From an optimization exercise on the open Yosys and OpenROAD flow, aimed at small area, a short achievable clock period and few clock cycles; shortcuts taken in it are not production practice. RTL that was checked went through simulation tests only; none was proved equivalent to the original. Power and IR drop assume default switching activity.

== lane 1 ==
Design vlq_codec, start of the top module:
module vlq_codec (
    input  wire         clk,
    input  wire         rst,
    input  wire         req_valid,
    output wire         req_ready,
    input  wire [4:0]   req_op,
    input  wire [127:0] req_value,
    input  wire [127:0] req_acc,
    input  wire [31:0]  req_cap,
    input  wire [31:0]  req_len,
    output wire         rsp_valid,
    output wire [31:0]  rsp_count,
    output wire [127:0] rsp_acc,
    output wire         rsp_term,
    output wire [1:0]   rsp_status,
    output wire         mem_valid,
    output wire         mem_we,
    output wire [31:0]  mem_addr,
    output wire [7:0]   mem_wdata,
    input  wire         mem_ready,
    input  wire [7:0]   mem_rdata
);
Size in the first run: about 1,500 cells after synthesis, ~210 flip-flops, about 540 I/O pins, ~14,000 µm² of cells after synthesis.
export LEC_CHECK = 0
export CAP_MARGIN = 20
export CORE_MARGIN = 2
export CORE_UTILIZATION = 40
export SETUP_SLACK_MARGIN = 4
export SLEW_MARGIN = 20
export TNS_END_PERCENT = 100
create_clock -name core_clock -period 8.0 [get_ports {clk}]
standard.sh (not shown) runs the stock make flow with config.mk's settings and CLKGATE_MAP_FILE= SYNTH_SCRIPT=/design/flow/synth_recipe.tcl, a recipe that flattens the netlist after the stock synthesis.
==> flow/flow/run.sh <==
#!/bin/bash
# The standard layout, with the port buffers made from the smallest buffer
# cell instead of the one buffer_ports picks by default; the resizer still
# sizes them up where timing or slew calls for it.
set -euo pipefail
export BUFFER_PORTS_ARGS="-buffer_cell sky130_fd_sc_hd__buf_1"
bash standard.sh finish > standard_flow.log 2>&1
diff inputs: lane 1 => lane 2
- setting ABC_CLOCK_PERIOD_IN_PS to 3000 for the first time
==> flow/run.sh (new file) <==
#!/bin/bash
# synth_recipe.tcl (not shown) runs the flow's synth.tcl, then flattens the netlist and writes it again
# the make line also repeats each setting of config.mk as NAME=value (left out here)
make -C /OpenROAD-flow-scripts/flow DESIGN_CONFIG=/design/flow/config.mk WORK_HOME=/design/flow/orfs CLKGATE_MAP_FILE= SYNTH_SCRIPT=/design/flow/synth_recipe.tcl finish
removed: flow/flow/run.sh
removed: flow/standard.sh
==> comparison <==
Lane 2 reached the final stage; the timing, design-rule and antenna checks on its layout passed. | routed length on met2 | lane 2 vs lane 1 | about 7% higher |. Comparing count of instances resized after the clock tree is built for lane 2 and lane 1, the smaller number came from lane 1. Diff lane 1..lane 2 | number of enable flip-flop cells after synthesis | unchanged. Fraction of area in multi-input gates: lane 2 and lane 1 compared, lower one is lane 2. x_q[57] as the beginning of the critical path was reported by lane 2, and width_q[0] by lane 1. Lane 2 has met1 track demand over resource in global routing above what lane 1 had. The relative area change from synthesis to final layout in lane 2 sits 26 points above the value recorded for lane 1. Setup slack: lane 2 less than lane 1. Delta (lane 2 minus lane 1): final-layout fill cell count decreased 329, number of iterations in the first detailed-routing pass increased 1, final cell count without fillers increased about 0.33%. For combinational power, dividing the value from lane 1 by the value from lane 2 gives 0.77.
Function was not checked in any run of this note: the RTL went through the layout flow alone.

---

Setup of job 101:
vlq_codec, a different RTL version from the one above (not shown whole).
Size in the first run: about 230 flip-flops, ~13000 sq um of cells after synthesis.
==> flow/config.mk <==
export PLATFORM = sky130hd
export DESIGN_NAME = vlq_codec
export DESIGN_NICKNAME = vlq_codec
export VERILOG_FILES = /design/flow/design.v
export SDC_FILE = /design/flow/constraint.sdc
export NUM_CORES = 4
export LEC_CHECK = 0
export CAP_MARGIN = 20
export CORE_MARGIN = 2
export CORE_UTILIZATION = 55
export SETUP_SLACK_MARGIN = 5
export SLEW_MARGIN = 20
export TNS_END_PERCENT = 100
==> flow/constraint.sdc <==
create_clock -name core_clock -period 8.0 [get_ports {clk}]
set_input_delay 1.6000 -clock core_clock [delete_from_list [all_inputs] [get_ports {clk}]]
set_output_delay 1.6000 -clock core_clock [all_outputs]
set_load 0.01 [all_outputs]
==> flow/flow/run.sh <==
#!/bin/bash
# The standard layout, with the port buffers made from the smallest buffer
# cell instead of the one buffer_ports picks by default; the resizer still
# sizes them up where timing or slew calls for it.
set -euo pipefail
export BUFFER_PORTS_ARGS="-buffer_cell sky130_fd_sc_hd__buf_1"
bash standard.sh finish > standard_flow.log 2>&1
Testbench counts of job 101, summed over its fixed seeds: cycles 54,168.
Changes in job 102 relative to job 101:
# job 101
export LEC_CHECK = 0
export CAP_MARGIN = 20
export CORE_MARGIN = 2
export CORE_UTILIZATION = 55
export SETUP_SLACK_MARGIN = 5
export SLEW_MARGIN = 20
export TNS_END_PERCENT = 100
create_clock -name core_clock -period 8.0 [get_ports {clk}]
# job 102
export LEC_CHECK = 0
export CAP_MARGIN = 20
export CORE_MARGIN = 2
export CORE_UTILIZATION = 40
export CTS_CLUSTER_DIAMETER = 120
export CTS_CLUSTER_SIZE = 30
export SETUP_SLACK_MARGIN = 5
export SLEW_MARGIN = 20
export TNS_END_PERCENT = 100
create_clock -name core_clock -period 8.0 [get_ports {clk}]
[summary]
Re maximum clock rate: job 101 was lower than job 102.
[compare] base=job 101 new=job 102: maximum vdd ir drop decreased by 0.046 mV relative to the old numbers, clock buffer count in the final layout now smaller, multi-input gate share of the layout cell area picked up an extra 1.1 points, DRC violation total after the first TritonRoute iteration fell 1307, power attributed to combinational cells lower.
Cmp job 102 vs job 101: combinational group share of total power higher in job 102
Summary of job 102 over job 101: sequential share of cell area +0.56 points, number of inserted diodes lost 5, global-route usage went down by 12 points.
The post-synthesis to final-layout area growth of job 102 falls short of that of job 101 by 2.2 points.
diff inputs: job 102 => job 103
# job 102
export LEC_CHECK = 0
export CAP_MARGIN = 20
export CORE_MARGIN = 2
export CORE_UTILIZATION = 40
export CTS_CLUSTER_DIAMETER = 120
export CTS_CLUSTER_SIZE = 30
export SETUP_SLACK_MARGIN = 5
export SLEW_MARGIN = 20
export TNS_END_PERCENT = 100
create_clock -name core_clock -period 8.0 [get_ports {clk}]
# job 103
export LEC_CHECK = 0
export CAP_MARGIN = 20
export CORE_MARGIN = 2
export CORE_UTILIZATION = 40
export SETUP_SLACK_MARGIN = 5
export SLEW_MARGIN = 20
export TNS_END_PERCENT = 100
create_clock -name core_clock -period 8.0 [get_ports {clk}]
==> flow/flow/run.sh <==
#!/bin/bash
set -euo pipefail
export BUFFER_PORTS_ARGS="-buffer_cell sky130_fd_sc_hd__buf_1"
bash standard.sh SETUP_SLACK_MARGIN=5.6 finish > standard_flow.log 2>&1
### Flow results
Job 103 finished every step from synthesis to the final layout, and the layout passed the timing, design-rule and antenna checks.
Job 102 closes out successfully: all stages finished, all timing, DRC and antenna checks passed.
Compared with job 102, job 103 shows a lower final critical delay including setup and external delays.
Against job 102, job 103 reports a post-route standard cell area excluding fillers that is higher.
Max total power across job 103 and job 102: job 103
The higher count of clock-buffer cells in the layout came out of job 103.
[inputs] job 104 vs job 103
==> flow/flow/run.sh <==
#!/bin/bash
# The standard layout, with the port buffers made from the smallest buffer
# cell instead of the one buffer_ports picks by default; the resizer still
# sizes them up where timing or slew calls for it.
set -euo pipefail
export BUFFER_PORTS_ARGS="-buffer_cell sky130_fd_sc_hd__buf_1"
bash standard.sh finish > standard_flow.log 2>&1
--- outcome ---
Side by side, top fanout value on the critical path turned out lower in job 104 than in job 103.
Combinational cell power was lower in the run labelled job 104.
Job 103 → job 104: final count of negative-setup-slack endpoints flat, worst-case headroom to the max-slew limit up 5.1 points, insertion delay to the later sink of the worst-skew pair down 20 ps.
Summary of job 104 over job 103: worst path buffer plus inverter count went down by 2, global-route wire length before repair moved down, upper clock frequency limit fell about 5%.
Number of instances resized during post-cts repair: job 103 and job 104 compared, higher one is job 103
The run showing the greater critical path depth is job 103.
Modified inputs, job 105 compared to job 104
# job 104
export LEC_CHECK = 0
export CAP_MARGIN = 20
export CORE_MARGIN = 2
export CORE_UTILIZATION = 40
export SETUP_SLACK_MARGIN = 5
export SLEW_MARGIN = 20
export TNS_END_PERCENT = 100
create_clock -name core_clock -period 8.0 [get_ports {clk}]
# job 105
export LEC_CHECK = 0
export CAP_MARGIN = 20
export CORE_MARGIN = 2
export CORE_UTILIZATION = 40
export CTS_CLUSTER_DIAMETER = 100
export CTS_CLUSTER_SIZE = 22
export SETUP_SLACK_MARGIN = 5
export SLEW_MARGIN = 20
export TNS_END_PERCENT = 100
create_clock -name core_clock -period 8.0 [get_ports {clk}]
==> flow/flow/run.sh <==
#!/bin/bash
set -euo pipefail
export BUFFER_PORTS_ARGS="-buffer_cell sky130_fd_sc_hd__buf_1"
bash standard.sh SETUP_SLACK_MARGIN=5.3 finish > standard_flow.log 2>&1
==> run notes <==
Job 105 went all the way through synthesis, placement and routing and the layout is clean on timing, DRC and antenna. Relative to job 104, share of total power consumed by net switching has gone up in job 105. Changes observed in job 105 relative to job 104: post-detailed-placement cell area now sits higher; via count now sits higher; post-route minimum period now sits lower; proportion of cell area occupied by registers now sits lower. Side by side, actual slew at the worst max-slew pin turned out higher in job 105 than in job 104. In job 105 the non-clock buffer count turned out about 12% higher than in job 104. Lower global-route usage goes to job 104 over job 105. The sequential cell count of job 105 and that of job 104 are within noise of each other. Proportion of power drawn by flip-flops and latches, job 105 and job 104, lower one = job 104. Clock buffer and inverter area fraction after layout in job 105 is 3.2 points lower than in job 104.

[static timing again, ports no longer ideal]
The flow's constraints put no driver on any port. The routed layouts listed below were extracted and timed again, unchanged, in two steps.
Step 1: set_driving_cell puts a clkbuf_16 on clk and a buf_2 on each other input, an assumption about the parent block.
Step 2 moves the port delays by t, midway between the first and last clock arrival at a register: inputs arrive t later, outputs are due t later. That takes back most of the time a late clock gives input paths.
a / b / c = ideal / step 1 / step 2; a / b = the first two.
run	shift t [ns]	slack for setup (ns)	worst hold slack (ns)	clock arrival spread, ns	cell pins on the clock port's net
lane 1	0.593	4.110 / 4.055 / 3.621	0.612 / 0.612 / 0.612	0.025 / 0.024	1
lane 2	0.601	4.034 / 3.974 / 3.511	0.613 / 0.613 / 0.613	0.031 / 0.030	1
job 101	0.584	4.985 / 4.932 / 4.405	0.507 / 0.507 / 0.507	0.016 / 0.016	1
job 102	0.548	5.012 / 4.972 / 4.491	0.529 / 0.529 / 0.529	0.014 / 0.014	1
job 103	0.612	5.178 / 5.181 / 4.569	0.501 / 0.501 / 0.501	0.036 / 0.036	1
job 104	0.599	5.021 / 4.967 / 4.456	0.530 / 0.530 / 0.530	0.023 / 0.023	1
job 105	0.557	5.116 / 5.099 / 4.542	0.494 / 0.494 / 0.494	0.017 / 0.017	1
After both steps setup and hold are still met in every run listed. The setup slack of job 103, which loses most, moves by +0.003 ns with the drivers and by -0.609 ns with both steps.
